What follows belongs to an exercise in optimizing a design on an open flow for small area, a short achievable clock period and few clock cycles per item; a production flow would make more cautious choices.
The RTL was checked by simulation tests, not by an equivalence proof against the original design.
Power figures rest on the tool's default switching activity, not on a simulated workload.

==> flow/design.v <==
module aes_sbox (
    input  wire [7:0] a,
    output reg  [7:0] y
);
    always @(*) begin
        case (a)
            8'h00: y = 8'h63;
            8'h01: y = 8'h7c;
            8'h02: y = 8'h77;
            8'h03: y = 8'h7b;
            8'h04: y = 8'hf2;
            8'h05: y = 8'h6b;
            8'h06: y = 8'h6f;
            8'h07: y = 8'hc5;
            8'h08: y = 8'h30;
            8'h09: y = 8'h01;
            8'h0a: y = 8'h67;
            8'h0b: y = 8'h2b;
            8'h0c: y = 8'hfe;
            8'h0d: y = 8'hd7;
            8'h0e: y = 8'hab;
            8'h0f: y = 8'h76;
            8'h10: y = 8'hca;
            8'h11: y = 8'h82;
            8'h12: y = 8'hc9;
            8'h13: y = 8'h7d;
            8'h14: y = 8'hfa;
            8'h15: y = 8'h59;
            8'h16: y = 8'h47;
            8'h17: y = 8'hf0;
            8'h18: y = 8'had;
            8'h19: y = 8'hd4;
            8'h1a: y = 8'ha2;
            8'h1b: y = 8'haf;
            8'h1c: y = 8'h9c;
            8'h1d: y = 8'ha4;
            8'h1e: y = 8'h72;
            8'h1f: y = 8'hc0;
            8'h20: y = 8'hb7;
            8'h21: y = 8'hfd;
            8'h22: y = 8'h93;
            8'h23: y = 8'h26;
            8'h24: y = 8'h36;
            8'h25: y = 8'h3f;
            8'h26: y = 8'hf7;
            8'h27: y = 8'hcc;
            8'h28: y = 8'h34;
            8'h29: y = 8'ha5;
            8'h2a: y = 8'he5;
            8'h2b: y = 8'hf1;
            8'h2c: y = 8'h71;
            8'h2d: y = 8'hd8;
            8'h2e: y = 8'h31;
            8'h2f: y = 8'h15;
            8'h30: y = 8'h04;
            8'h31: y = 8'hc7;
            8'h32: y = 8'h23;
            8'h33: y = 8'hc3;
            8'h34: y = 8'h18;
            8'h35: y = 8'h96;
            8'h36: y = 8'h05;
            8'h37: y = 8'h9a;
            8'h38: y = 8'h07;
            8'h39: y = 8'h12;
            8'h3a: y = 8'h80;
            8'h3b: y = 8'he2;
            8'h3c: y = 8'heb;
            8'h3d: y = 8'h27;
            8'h3e: y = 8'hb2;
            8'h3f: y = 8'h75;
            8'h40: y = 8'h09;
            8'h41: y = 8'h83;
            8'h42: y = 8'h2c;
            8'h43: y = 8'h1a;
            8'h44: y = 8'h1b;
            8'h45: y = 8'h6e;
            8'h46: y = 8'h5a;
            8'h47: y = 8'ha0;
            8'h48: y = 8'h52;
            8'h49: y = 8'h3b;
            8'h4a: y = 8'hd6;
            8'h4b: y = 8'hb3;
            8'h4c: y = 8'h29;
            8'h4d: y = 8'he3;
            8'h4e: y = 8'h2f;
            8'h4f: y = 8'h84;
            8'h50: y = 8'h53;
            8'h51: y = 8'hd1;
            8'h52: y = 8'h00;
            8'h53: y = 8'hed;
            8'h54: y = 8'h20;
            8'h55: y = 8'hfc;
            8'h56: y = 8'hb1;
            8'h57: y = 8'h5b;
            8'h58: y = 8'h6a;
            8'h59: y = 8'hcb;
            8'h5a: y = 8'hbe;
            8'h5b: y = 8'h39;
            8'h5c: y = 8'h4a;
            8'h5d: y = 8'h4c;
            8'h5e: y = 8'h58;
            8'h5f: y = 8'hcf;
            8'h60: y = 8'hd0;
            8'h61: y = 8'hef;
            8'h62: y = 8'haa;
            8'h63: y = 8'hfb;
            8'h64: y = 8'h43;
            8'h65: y = 8'h4d;
            8'h66: y = 8'h33;
            8'h67: y = 8'h85;
            8'h68: y = 8'h45;
            8'h69: y = 8'hf9;
            8'h6a: y = 8'h02;
            8'h6b: y = 8'h7f;
            8'h6c: y = 8'h50;
            8'h6d: y = 8'h3c;
            8'h6e: y = 8'h9f;
            8'h6f: y = 8'ha8;
            8'h70: y = 8'h51;
            8'h71: y = 8'ha3;
            8'h72: y = 8'h40;
            8'h73: y = 8'h8f;
            8'h74: y = 8'h92;
            8'h75: y = 8'h9d;
            8'h76: y = 8'h38;
            8'h77: y = 8'hf5;
            8'h78: y = 8'hbc;
            8'h79: y = 8'hb6;
            8'h7a: y = 8'hda;
            8'h7b: y = 8'h21;
            8'h7c: y = 8'h10;
            8'h7d: y = 8'hff;
            8'h7e: y = 8'hf3;
            8'h7f: y = 8'hd2;
            8'h80: y = 8'hcd;
            8'h81: y = 8'h0c;
            8'h82: y = 8'h13;
            8'h83: y = 8'hec;
            8'h84: y = 8'h5f;
            8'h85: y = 8'h97;
            8'h86: y = 8'h44;
            8'h87: y = 8'h17;
            8'h88: y = 8'hc4;
            8'h89: y = 8'ha7;
            8'h8a: y = 8'h7e;
            8'h8b: y = 8'h3d;
            8'h8c: y = 8'h64;
            8'h8d: y = 8'h5d;
            8'h8e: y = 8'h19;
            8'h8f: y = 8'h73;
            8'h90: y = 8'h60;
            8'h91: y = 8'h81;
            8'h92: y = 8'h4f;
            8'h93: y = 8'hdc;
            8'h94: y = 8'h22;
            8'h95: y = 8'h2a;
            8'h96: y = 8'h90;
            8'h97: y = 8'h88;
            8'h98: y = 8'h46;
            8'h99: y = 8'hee;
            8'h9a: y = 8'hb8;
            8'h9b: y = 8'h14;
            8'h9c: y = 8'hde;
            8'h9d: y = 8'h5e;
            8'h9e: y = 8'h0b;
            8'h9f: y = 8'hdb;
            8'ha0: y = 8'he0;
            8'ha1: y = 8'h32;
            8'ha2: y = 8'h3a;
            8'ha3: y = 8'h0a;
            8'ha4: y = 8'h49;
            8'ha5: y = 8'h06;
            8'ha6: y = 8'h24;
            8'ha7: y = 8'h5c;
            8'ha8: y = 8'hc2;
            8'ha9: y = 8'hd3;
            8'haa: y = 8'hac;
            8'hab: y = 8'h62;
            8'hac: y = 8'h91;
            8'had: y = 8'h95;
            8'hae: y = 8'he4;
            8'haf: y = 8'h79;
            8'hb0: y = 8'he7;
            8'hb1: y = 8'hc8;
            8'hb2: y = 8'h37;
            8'hb3: y = 8'h6d;
            8'hb4: y = 8'h8d;
            8'hb5: y = 8'hd5;
            8'hb6: y = 8'h4e;
            8'hb7: y = 8'ha9;
            8'hb8: y = 8'h6c;
            8'hb9: y = 8'h56;
            8'hba: y = 8'hf4;
            8'hbb: y = 8'hea;
            8'hbc: y = 8'h65;
            8'hbd: y = 8'h7a;
            8'hbe: y = 8'hae;
            8'hbf: y = 8'h08;
            8'hc0: y = 8'hba;
            8'hc1: y = 8'h78;
            8'hc2: y = 8'h25;
            8'hc3: y = 8'h2e;
            8'hc4: y = 8'h1c;
            8'hc5: y = 8'ha6;
            8'hc6: y = 8'hb4;
            8'hc7: y = 8'hc6;
            8'hc8: y = 8'he8;
            8'hc9: y = 8'hdd;
            8'hca: y = 8'h74;
            8'hcb: y = 8'h1f;
            8'hcc: y = 8'h4b;
            8'hcd: y = 8'hbd;
            8'hce: y = 8'h8b;
            8'hcf: y = 8'h8a;
            8'hd0: y = 8'h70;
            8'hd1: y = 8'h3e;
            8'hd2: y = 8'hb5;
            8'hd3: y = 8'h66;
            8'hd4: y = 8'h48;
            8'hd5: y = 8'h03;
            8'hd6: y = 8'hf6;
            8'hd7: y = 8'h0e;
            8'hd8: y = 8'h61;
            8'hd9: y = 8'h35;
            8'hda: y = 8'h57;
            8'hdb: y = 8'hb9;
            8'hdc: y = 8'h86;
            8'hdd: y = 8'hc1;
            8'hde: y = 8'h1d;
            8'hdf: y = 8'h9e;
            8'he0: y = 8'he1;
            8'he1: y = 8'hf8;
            8'he2: y = 8'h98;
            8'he3: y = 8'h11;
            8'he4: y = 8'h69;
            8'he5: y = 8'hd9;
            8'he6: y = 8'h8e;
            8'he7: y = 8'h94;
            8'he8: y = 8'h9b;
            8'he9: y = 8'h1e;
            8'hea: y = 8'h87;
            8'heb: y = 8'he9;
            8'hec: y = 8'hce;
            8'hed: y = 8'h55;
            8'hee: y = 8'h28;
            8'hef: y = 8'hdf;
            8'hf0: y = 8'h8c;
            8'hf1: y = 8'ha1;
            8'hf2: y = 8'h89;
            8'hf3: y = 8'h0d;
            8'hf4: y = 8'hbf;
            8'hf5: y = 8'he6;
            8'hf6: y = 8'h42;
            8'hf7: y = 8'h68;
            8'hf8: y = 8'h41;
            8'hf9: y = 8'h99;
            8'hfa: y = 8'h2d;
            8'hfb: y = 8'h0f;
            8'hfc: y = 8'hb0;
            8'hfd: y = 8'h54;
            8'hfe: y = 8'hbb;
            8'hff: y = 8'h16;
            default: y = 8'h00;
        endcase
    end
endmodule
module aes_inv_sbox (
    input  wire [7:0] a,
    output reg  [7:0] y
);
    always @(*) begin
        case (a)
            8'h00: y = 8'h52;
            8'h01: y = 8'h09;
            8'h02: y = 8'h6a;
            8'h03: y = 8'hd5;
            8'h04: y = 8'h30;
            8'h05: y = 8'h36;
            8'h06: y = 8'ha5;
            8'h07: y = 8'h38;
            8'h08: y = 8'hbf;
            8'h09: y = 8'h40;
            8'h0a: y = 8'ha3;
            8'h0b: y = 8'h9e;
            8'h0c: y = 8'h81;
            8'h0d: y = 8'hf3;
            8'h0e: y = 8'hd7;
            8'h0f: y = 8'hfb;
            8'h10: y = 8'h7c;
            8'h11: y = 8'he3;
            8'h12: y = 8'h39;
            8'h13: y = 8'h82;
            8'h14: y = 8'h9b;
            8'h15: y = 8'h2f;
            8'h16: y = 8'hff;
            8'h17: y = 8'h87;
            8'h18: y = 8'h34;
            8'h19: y = 8'h8e;
            8'h1a: y = 8'h43;
            8'h1b: y = 8'h44;
            8'h1c: y = 8'hc4;
            8'h1d: y = 8'hde;
            8'h1e: y = 8'he9;
            8'h1f: y = 8'hcb;
            8'h20: y = 8'h54;
            8'h21: y = 8'h7b;
            8'h22: y = 8'h94;
            8'h23: y = 8'h32;
            8'h24: y = 8'ha6;
            8'h25: y = 8'hc2;
            8'h26: y = 8'h23;
            8'h27: y = 8'h3d;
            8'h28: y = 8'hee;
            8'h29: y = 8'h4c;
            8'h2a: y = 8'h95;
            8'h2b: y = 8'h0b;
            8'h2c: y = 8'h42;
            8'h2d: y = 8'hfa;
            8'h2e: y = 8'hc3;
            8'h2f: y = 8'h4e;
            8'h30: y = 8'h08;
            8'h31: y = 8'h2e;
            8'h32: y = 8'ha1;
            8'h33: y = 8'h66;
            8'h34: y = 8'h28;
            8'h35: y = 8'hd9;
            8'h36: y = 8'h24;
            8'h37: y = 8'hb2;
            8'h38: y = 8'h76;
            8'h39: y = 8'h5b;
            8'h3a: y = 8'ha2;
            8'h3b: y = 8'h49;
            8'h3c: y = 8'h6d;
            8'h3d: y = 8'h8b;
            8'h3e: y = 8'hd1;
            8'h3f: y = 8'h25;
            8'h40: y = 8'h72;
            8'h41: y = 8'hf8;
            8'h42: y = 8'hf6;
            8'h43: y = 8'h64;
            8'h44: y = 8'h86;
            8'h45: y = 8'h68;
            8'h46: y = 8'h98;
            8'h47: y = 8'h16;
            8'h48: y = 8'hd4;
            8'h49: y = 8'ha4;
            8'h4a: y = 8'h5c;
            8'h4b: y = 8'hcc;
            8'h4c: y = 8'h5d;
            8'h4d: y = 8'h65;
            8'h4e: y = 8'hb6;
            8'h4f: y = 8'h92;
            8'h50: y = 8'h6c;
            8'h51: y = 8'h70;
            8'h52: y = 8'h48;
            8'h53: y = 8'h50;
            8'h54: y = 8'hfd;
            8'h55: y = 8'hed;
            8'h56: y = 8'hb9;
            8'h57: y = 8'hda;
            8'h58: y = 8'h5e;
            8'h59: y = 8'h15;
            8'h5a: y = 8'h46;
            8'h5b: y = 8'h57;
            8'h5c: y = 8'ha7;
            8'h5d: y = 8'h8d;
            8'h5e: y = 8'h9d;
            8'h5f: y = 8'h84;
            8'h60: y = 8'h90;
            8'h61: y = 8'hd8;
            8'h62: y = 8'hab;
            8'h63: y = 8'h00;
            8'h64: y = 8'h8c;
            8'h65: y = 8'hbc;
            8'h66: y = 8'hd3;
            8'h67: y = 8'h0a;
            8'h68: y = 8'hf7;
            8'h69: y = 8'he4;
            8'h6a: y = 8'h58;
            8'h6b: y = 8'h05;
            8'h6c: y = 8'hb8;
            8'h6d: y = 8'hb3;
            8'h6e: y = 8'h45;
            8'h6f: y = 8'h06;
            8'h70: y = 8'hd0;
            8'h71: y = 8'h2c;
            8'h72: y = 8'h1e;
            8'h73: y = 8'h8f;
            8'h74: y = 8'hca;
            8'h75: y = 8'h3f;
            8'h76: y = 8'h0f;
            8'h77: y = 8'h02;
            8'h78: y = 8'hc1;
            8'h79: y = 8'haf;
            8'h7a: y = 8'hbd;
            8'h7b: y = 8'h03;
            8'h7c: y = 8'h01;
            8'h7d: y = 8'h13;
            8'h7e: y = 8'h8a;
            8'h7f: y = 8'h6b;
            8'h80: y = 8'h3a;
            8'h81: y = 8'h91;
            8'h82: y = 8'h11;
            8'h83: y = 8'h41;
            8'h84: y = 8'h4f;
            8'h85: y = 8'h67;
            8'h86: y = 8'hdc;
            8'h87: y = 8'hea;
            8'h88: y = 8'h97;
            8'h89: y = 8'hf2;
            8'h8a: y = 8'hcf;
            8'h8b: y = 8'hce;
            8'h8c: y = 8'hf0;
            8'h8d: y = 8'hb4;
            8'h8e: y = 8'he6;
            8'h8f: y = 8'h73;
            8'h90: y = 8'h96;
            8'h91: y = 8'hac;
            8'h92: y = 8'h74;
            8'h93: y = 8'h22;
            8'h94: y = 8'he7;
            8'h95: y = 8'had;
            8'h96: y = 8'h35;
            8'h97: y = 8'h85;
            8'h98: y = 8'he2;
            8'h99: y = 8'hf9;
            8'h9a: y = 8'h37;
            8'h9b: y = 8'he8;
            8'h9c: y = 8'h1c;
            8'h9d: y = 8'h75;
            8'h9e: y = 8'hdf;
            8'h9f: y = 8'h6e;
            8'ha0: y = 8'h47;
            8'ha1: y = 8'hf1;
            8'ha2: y = 8'h1a;
            8'ha3: y = 8'h71;
            8'ha4: y = 8'h1d;
            8'ha5: y = 8'h29;
            8'ha6: y = 8'hc5;
            8'ha7: y = 8'h89;
            8'ha8: y = 8'h6f;
            8'ha9: y = 8'hb7;
            8'haa: y = 8'h62;
            8'hab: y = 8'h0e;
            8'hac: y = 8'haa;
            8'had: y = 8'h18;
            8'hae: y = 8'hbe;
            8'haf: y = 8'h1b;
            8'hb0: y = 8'hfc;
            8'hb1: y = 8'h56;
            8'hb2: y = 8'h3e;
            8'hb3: y = 8'h4b;
            8'hb4: y = 8'hc6;
            8'hb5: y = 8'hd2;
            8'hb6: y = 8'h79;
            8'hb7: y = 8'h20;
            8'hb8: y = 8'h9a;
            8'hb9: y = 8'hdb;
            8'hba: y = 8'hc0;
            8'hbb: y = 8'hfe;
            8'hbc: y = 8'h78;
            8'hbd: y = 8'hcd;
            8'hbe: y = 8'h5a;
            8'hbf: y = 8'hf4;
            8'hc0: y = 8'h1f;
            8'hc1: y = 8'hdd;
            8'hc2: y = 8'ha8;
            8'hc3: y = 8'h33;
            8'hc4: y = 8'h88;
            8'hc5: y = 8'h07;
            8'hc6: y = 8'hc7;
            8'hc7: y = 8'h31;
            8'hc8: y = 8'hb1;
            8'hc9: y = 8'h12;
            8'hca: y = 8'h10;
            8'hcb: y = 8'h59;
            8'hcc: y = 8'h27;
            8'hcd: y = 8'h80;
            8'hce: y = 8'hec;
            8'hcf: y = 8'h5f;
            8'hd0: y = 8'h60;
            8'hd1: y = 8'h51;
            8'hd2: y = 8'h7f;
            8'hd3: y = 8'ha9;
            8'hd4: y = 8'h19;
            8'hd5: y = 8'hb5;
            8'hd6: y = 8'h4a;
            8'hd7: y = 8'h0d;
            8'hd8: y = 8'h2d;
            8'hd9: y = 8'he5;
            8'hda: y = 8'h7a;
            8'hdb: y = 8'h9f;
            8'hdc: y = 8'h93;
            8'hdd: y = 8'hc9;
            8'hde: y = 8'h9c;
            8'hdf: y = 8'hef;
            8'he0: y = 8'ha0;
            8'he1: y = 8'he0;
            8'he2: y = 8'h3b;
            8'he3: y = 8'h4d;
            8'he4: y = 8'hae;
            8'he5: y = 8'h2a;
            8'he6: y = 8'hf5;
            8'he7: y = 8'hb0;
            8'he8: y = 8'hc8;
            8'he9: y = 8'heb;
            8'hea: y = 8'hbb;
            8'heb: y = 8'h3c;
            8'hec: y = 8'h83;
            8'hed: y = 8'h53;
            8'hee: y = 8'h99;
            8'hef: y = 8'h61;
            8'hf0: y = 8'h17;
            8'hf1: y = 8'h2b;
            8'hf2: y = 8'h04;
            8'hf3: y = 8'h7e;
            8'hf4: y = 8'hba;
            8'hf5: y = 8'h77;
            8'hf6: y = 8'hd6;
            8'hf7: y = 8'h26;
            8'hf8: y = 8'he1;
            8'hf9: y = 8'h69;
            8'hfa: y = 8'h14;
            8'hfb: y = 8'h63;
            8'hfc: y = 8'h55;
            8'hfd: y = 8'h21;
            8'hfe: y = 8'h0c;
            8'hff: y = 8'h7d;
            default: y = 8'h00;
        endcase
    end
endmodule
module aes_mixcol (
    input  wire [31:0] c,
    output wire [31:0] y
);
    wire [7:0] a0 = c[7:0];
    wire [7:0] a1 = c[15:8];
    wire [7:0] a2 = c[23:16];
    wire [7:0] a3 = c[31:24];
    wire [7:0] x0 = {a0[6:0], 1'b0} ^ (a0[7] ? 8'h1b : 8'h00);
    wire [7:0] x1 = {a1[6:0], 1'b0} ^ (a1[7] ? 8'h1b : 8'h00);
    wire [7:0] x2 = {a2[6:0], 1'b0} ^ (a2[7] ? 8'h1b : 8'h00);
    wire [7:0] x3 = {a3[6:0], 1'b0} ^ (a3[7] ? 8'h1b : 8'h00);
    assign y[7:0]   = x0 ^ (x1 ^ a1) ^ a2 ^ a3;
    assign y[15:8]  = a0 ^ x1 ^ (x2 ^ a2) ^ a3;
    assign y[23:16] = a0 ^ a1 ^ x2 ^ (x3 ^ a3);
    assign y[31:24] = (x0 ^ a0) ^ a1 ^ a2 ^ x3;
endmodule
module aes_inv_mixcol (
    input  wire [31:0] c,
    output wire [31:0] y
);
    wire [7:0] a [0:3];
    wire [7:0] m2 [0:3];
    wire [7:0] m4 [0:3];
    wire [7:0] m8 [0:3];
    wire [7:0] m9 [0:3];
    wire [7:0] mb [0:3];
    wire [7:0] md [0:3];
    wire [7:0] me [0:3];
    genvar i;
    generate
        for (i = 0; i < 4; i = i + 1) begin : g_mul
            assign a[i]  = c[8*i+7:8*i];
            assign m2[i] = {a[i][6:0], 1'b0}  ^ (a[i][7]  ? 8'h1b : 8'h00);
            assign m4[i] = {m2[i][6:0], 1'b0} ^ (m2[i][7] ? 8'h1b : 8'h00);
            assign m8[i] = {m4[i][6:0], 1'b0} ^ (m4[i][7] ? 8'h1b : 8'h00);
            assign m9[i] = m8[i] ^ a[i];
            assign mb[i] = m8[i] ^ m2[i] ^ a[i];
            assign md[i] = m8[i] ^ m4[i] ^ a[i];
            assign me[i] = m8[i] ^ m4[i] ^ m2[i];
        end
    endgenerate
    assign y[7:0]   = me[0] ^ mb[1] ^ md[2] ^ m9[3];
    assign y[15:8]  = m9[0] ^ me[1] ^ mb[2] ^ md[3];
    assign y[23:16] = md[0] ^ m9[1] ^ me[2] ^ mb[3];
    assign y[31:24] = mb[0] ^ md[1] ^ m9[2] ^ me[3];
endmodule
module aes256_core (
    input  wire         clk,
    input  wire         rst,
    input  wire         start,
    input  wire [1:0]   op,
    input  wire [255:0] key,
    input  wire [127:0] din,
    output wire         ready,
    output reg          done,
    output reg          err,
    output wire [127:0] dout
);
    localparam [1:0] OP_KEYEXP = 2'b00;
    localparam [1:0] OP_ENC    = 2'b01;
    localparam [1:0] OP_DEC    = 2'b10;
    localparam [1:0] S_IDLE = 2'd0;
    localparam [1:0] S_KEY  = 2'd1;
    localparam [1:0] S_ENC  = 2'd2;
    localparam [1:0] S_DEC  = 2'd3;
    reg [1:0]   state;
    reg         key_valid;
    reg [3:0]   rnd;           
    reg [1:0]   col;           
    reg [5:0]   widx;          
    reg [7:0]   rcon;          
    reg [255:0] kwin;          
    reg [31:0]  rk [0:59];     
    reg [127:0] s;             
    assign ready = (state == S_IDLE);
    assign dout  = s;
    wire [31:0] kprev  = kwin[255:224];               
    wire        kfirst = (widx[2:0] == 3'd0);         
    wire [31:0] krot   = {kprev[7:0], kprev[31:8]};   
    wire [31:0] ksub_in = kfirst ? krot : kprev;
    wire [31:0] ksub;
    genvar gi;
    generate
        for (gi = 0; gi < 4; gi = gi + 1) begin : g_ksbox
            aes_sbox u_sbox (.a(ksub_in[8*gi+7:8*gi]), .y(ksub[8*gi+7:8*gi]));
        end
    endgenerate
    wire [31:0] kt = kfirst            ? (ksub ^ {24'h0, rcon}) :
                     (widx[2:0] == 3'd4) ? ksub : kprev;
    wire [31:0] knew = kwin[31:0] ^ kt;
    wire [127:0] sr, isr;
    generate
        for (gi = 0; gi < 16; gi = gi + 1) begin : g_shift
            assign sr[8*gi+7:8*gi] =
                s[8*((gi % 4) + 4*(((gi / 4) + (gi % 4)) % 4)) +: 8];
            assign isr[8*gi+7:8*gi] =
                s[8*((gi % 4) + 4*(((gi / 4) + 4 - (gi % 4)) % 4)) +: 8];
        end
    endgenerate
    wire [127:0] cur = (col != 2'd0) ? s : ((state == S_DEC) ? isr : sr);
    wire [31:0]  cin = cur[31:0];
    wire [31:0]  rkw = rk[{rnd, col}];               
    wire [31:0] sb, isb, mc, imc;
    generate
        for (gi = 0; gi < 4; gi = gi + 1) begin : g_bytes
            aes_sbox     u_sbox  (.a(cin[8*gi+7:8*gi]), .y(sb[8*gi+7:8*gi]));
            aes_inv_sbox u_isbox (.a(cin[8*gi+7:8*gi]), .y(isb[8*gi+7:8*gi]));
        end
    endgenerate
    aes_mixcol     u_mc  (.c(sb),         .y(mc));
    aes_inv_mixcol u_imc (.c(isb ^ rkw),  .y(imc));
    wire last_enc = (rnd == 4'd14);
    wire last_dec = (rnd == 4'd0);
    wire [31:0] enc_col = (last_enc ? sb : mc) ^ rkw;
    wire [31:0] dec_col = last_dec ? (isb ^ rkw) : imc;
    wire [31:0] new_col = (state == S_DEC) ? dec_col : enc_col;
    integer k;
    always @(posedge clk) begin
        if (rst) begin
            state     <= S_IDLE;
            key_valid <= 1'b0;
            done      <= 1'b0;
            err       <= 1'b0;
        end else begin
            done <= 1'b0;
            case (state)
                S_IDLE: begin
                    if (start) begin
                        case (op)
                            OP_KEYEXP: begin
                                for (k = 0; k < 8; k = k + 1)
                                    rk[k] <= key[32*k +: 32];
                                kwin      <= key;
                                widx      <= 6'd8;
                                rcon      <= 8'h01;
                                key_valid <= 1'b1;
                                state     <= S_KEY;
                            end
                            OP_ENC, OP_DEC: begin
                                col <= 2'd0;
                                if (!key_valid) begin
                                    done <= 1'b1;
                                    err  <= 1'b1;
                                end else if (op == OP_ENC) begin
                                    s     <= din ^ {rk[3], rk[2], rk[1], rk[0]};
                                    rnd   <= 4'd1;
                                    state <= S_ENC;
                                end else begin
                                    s     <= din ^ {rk[59], rk[58], rk[57], rk[56]};
                                    rnd   <= 4'd13;
                                    state <= S_DEC;
                                end
                            end
                            default: ;
                        endcase
                    end
                end
                S_KEY: begin
                    rk[widx] <= knew;
                    kwin     <= {knew, kwin[255:32]};
                    widx     <= widx + 6'd1;
                    if (kfirst)
                        rcon <= {rcon[6:0], 1'b0};
                    if (widx == 6'd59) begin
                        done  <= 1'b1;
                        err   <= 1'b0;
                        state <= S_IDLE;
                    end
                end
                S_ENC, S_DEC: begin
                    s   <= {new_col, cur[127:32]};
                    col <= col + 2'd1;
                    if (col == 2'd3) begin
                        if ((state == S_ENC && last_enc) || (state == S_DEC && last_dec)) begin
                            done  <= 1'b1;
                            err   <= 1'b0;
                            state <= S_IDLE;
                        end else if (state == S_ENC) begin
                            rnd <= rnd + 4'd1;
                        end else begin
                            rnd <= rnd - 4'd1;
                        end
                    end
                end
            endcase
        end
    end
endmodule
==> flow/run.sh <==
#!/bin/bash
# synth_recipe.tcl (not shown) runs the flow's synth.tcl, then flattens the netlist and writes it again
# the make line also repeats each setting of config.mk as NAME=value (left out here)
make -C /OpenROAD-flow-scripts/flow DESIGN_CONFIG=/design/flow/config.mk WORK_HOME=/design/flow/orfs CLKGATE_MAP_FILE= SYNTH_SCRIPT=/design/flow/synth_recipe.tcl finish
==> flow/config.mk <==
export PLATFORM = sky130hd
export DESIGN_NAME = aes256_core
export DESIGN_NICKNAME = aes256_core
export VERILOG_FILES = /design/flow/design.v
export SDC_FILE = /design/flow/constraint.sdc
export NUM_CORES = 8
export LEC_CHECK = 0
export CAP_MARGIN = 20
export CORE_MARGIN = 2
export CORE_UTILIZATION = 40
export SLEW_MARGIN = 20
==> flow/constraint.sdc <==
create_clock -name core_clock -period 10.0 [get_ports {clk}]
set_input_delay 2.0000 -clock core_clock [delete_from_list [all_inputs] [get_ports {clk}]]
set_output_delay 2.0000 -clock core_clock [all_outputs]
set_load 0.01 [all_outputs]
==> flow_summary.toml <==
[run_status]
run_status = "no timing/DRC/antenna violations"

[cells_and_area]
stdcell_count = 17500
mostFrequentLayoutCells = "edfxtp_1 (2452), nand2_1 (1555), o21ai_0 (819), a21oi_1 (755), nor2_1 (735)"
fin_nets = 13000
layout_commonest_cell = "edfxtp_1"
syn_to_final_growth_pct = 13.8
fill_cells = 32600
drive_above_1_share_pct = 16.5
post-route-util_pct = 45.7

[drt]
wl_met3_um = 92300
ant_nets = 0
drt-total-wl_um = 695000
via_per_inst = 6.93
routed.top_layer = "met5"
drc_errors = 0
met1_length_um = 253000
post_drt_wl_per_cell_um = 39.7
vias = 121000
dr.first_iter.drc_count = 22900
dr.pass1.iters = 17
wl_met2_um = 294000

[pwr]
power_density_mw_per_mm2 = 166
p_leak_nw = 53.5
switching_share_pct = 30.1
power.share.clock_pct = 35.3
combPwrFrac_pct = 21.6
p_int_w = 0.0190
power_frac_seq_pct = 43.2
power_switching_w = 0.00820
ir_drop_uv = 140

[sta]
hold_slack_ps = 448
fin_setup_tns_ps = 0
final_hold_viol_count = 0
period_needed_ps = 8470
rsz0062_at_grt = "false"
relSlewSlack_pct = 5.68
tightest_slew_ps = 1380
slew_violations = 0
fin_ws_ps = 1530
fmax_ghz = 0.118
fin_skew_ps = 126
setup_violations = 0
min_period_over_period_pct = 84.7

[clocking]
cts_tree = "done"
cts.sinks = 2457
htreeDepth = 5
path_clk_slew_ps = 70
clock-root-buffer = "clkbuf_16"
cts_buffer_depth = 4
cts-resized-gates = 0
cts_buffers = 269
cts-hold-fix-buffers = 0
clk_latency_ps = 950
postCtsSetupRepairBufs = 0

[floorplan]
ioPinCount = 520
fp.dieW_um = 605
rows = 220
fp.dieH_um = 605
die_area_mm2 = 0.366
start_util_pct = 40.2
core_mm2 = 0.359

[yosys]
syn-cell-area_mm2 = 0.144
synth_sequential_area_ratio_pct = 51.1
synthCells = 12300
syn_nets = 12800
avgSynthCellArea_um2 = 11.7
synth_cell_types = 107
ys.warnings.count = 4
ys_async_sr_fraction_pct = 0
ys_seq_elements = 2457
synth_ff_type = "edfxtp_1"
synth_edf_count = 2452

[critical_path]
cp_max_fo = 30
worst_setup_path_start_kind = "flop"
critical_path_class = "reg -> reg"
rrSetupSlack_ps = 1530
worstPathArrival_ps = 9130
worstPathRequired_ps = 10660
cp-end-kind = "flop"
r2r-start = "col[0]"
startpoint = "col[0]"

[global_route]
grt_pass1_vias = 111000
grt_pass1_wl_um = 942000
grt.overflow.total = 0
antenna_found_initial = 81
grt_max_degree = 159
grt.total_usage_pct = 36.9

[job]
maxCapViolations = 0

[placed_design]
dpl.hpwl_um = 480000
preCtsSetupSlack_ps = 1870
portBuffers = 519
finalWeightedCongestion = 1.09
dp_cells = 17000

[worst_hold_path]
min_from = "kwin[215]"
min_path_type = "reg -> reg"
-- power by group through the flow --
stage	clock, W	combinational (W)	sequential (W)
after CTS	0.00967	0.00565	0.0117
after detailed placement	0	0.00562	0.0120
after global placement	0	0.00569	0.0120
after floorplan	0	0.00342	0.0119
final	0.00959	0.00588	0.0117
after global routing	0.0101	0.00604	0.0117
-- worst max-delay path: stages, from the launching register on --
cell and delay, ps:
edfxtp_1 440, inv_1 130, ha_4 460, buf_4 480
mux2_2 450, clkinv_1 650, ha_2 620, nor2_1 640
a221o_1 280, o21ai_0 150, a2111oi_1 1100, a311oi_2 340
xnor2_2 280, xnor2_1 580, xnor3_1 540, xnor2_1 380
xor2_1 220, xnor2_1 90, a221o_1 320
-- synth_stat cells (all sizes together) (192+ instances only) --
cell type,number,area [um2]
nor2,796,2990
nor3,299,1500
clkbuf,635,2390
mux4,702,15800
buf,506,2920
a21oi,759,3800
o211ai,215,1610
xnor2,371,3500
o21ai,843,4220
edfxtp,2452,73600
nand2,1562,5860
mux2,201,2260
a31oi,192,1270
nand3,215,1080
a211oi,201,1510
mux2i,248,2480
-- flip-flops by register name, summed over array words and instances (netlist names), 2 cells and up --
signal,flops
state,2
rnd,4
col,2
rcon,8
rk,2048
widx,6
s,128
kwin,256
-- final timing paths --
check,to,depth (start not counted)
worst min-delay path,kwin[183],2
worst max-delay path,s[101],18
worst max register to register,s[101],18
worst min register to register,kwin[183],2
-- cell families after synthesis --
kind of cell / count (synthesis) / synth area share, %
AOI/OAI and AO/OA: 3418 / 15.7
and+or+nand+nor: 3317 / 9.91
adders and majority gates: 149 / 1.30
buffers and inverters: 1236 / 3.92
DFF: 2457 / 51.1
xor gates and xnor gates: 566 / 3.86
muxes: 1151 / 14.2
-- per-stage QoR --
stage / instance area, um2 / power, W
after global routing: 164000 / 0.0279
after floorplan: 144000 / 0.0153
after detailed placement: 156000 / 0.0176
after CTS: 164000 / 0.0271
after global placement: 156000 / 0.0176
final: 164000 / 0.0272
-- layout make-up --
class	count	area [um2]	area share, %
clock inverter	153	1270	0.776
clock buffer	331	7050	4.29
inverter	95	374	0.228
antenna	48	120	0.0731
multi-input combinational	8601	66200	40.3
sequential	2457	73700	44.9
timing repair buffer	1030	9470	5.76
tap	4773	5970	3.64
-- per-layer routing --
metal  vias to the layer above  GRT usage (%)
li1                      48400              -
met1                     60800           47.9
met2                      9983           53.5
met3                      2017           11.7
met4                        52           23.0
met5                         -              0
Testbench counts, summed over its fixed seeds: cycles 45,480, blocks 768.

[separate check: timing with driven ports]
No port has a modelled driver above. Below, the same layout with a new extraction and two added sets of constraints.
Step 1 (the two cells are an assumption about what drives the block):
set clk [get_ports {clk}]
set_driving_cell -lib_cell sky130_fd_sc_hd__clkbuf_16 $clk
set_driving_cell -lib_cell sky130_fd_sc_hd__buf_2 [delete_from_list [all_inputs] $clk]
Step 2, shift: input delay + t, output delay - t, t = (earliest + latest rising clock arrival at the registers) / 2. This alone moves slack from input paths to output paths.
Three values: ideal ports, drivers, drivers and shift; two values: the first two.
t (ns): 0.999
slack for setup (ns): 1.529 / 1.529 / 1.529
worst setup path at the end: register to register
clock arrival spread, ns: 0.126 / 0.126
slew at the worst register clock pin (ns): 0.08 / 0.08
After both steps this run still meets setup and hold. For this run, drivers alone change the setup slack by 0.000 ns; drivers and shift together by 0.000 ns.
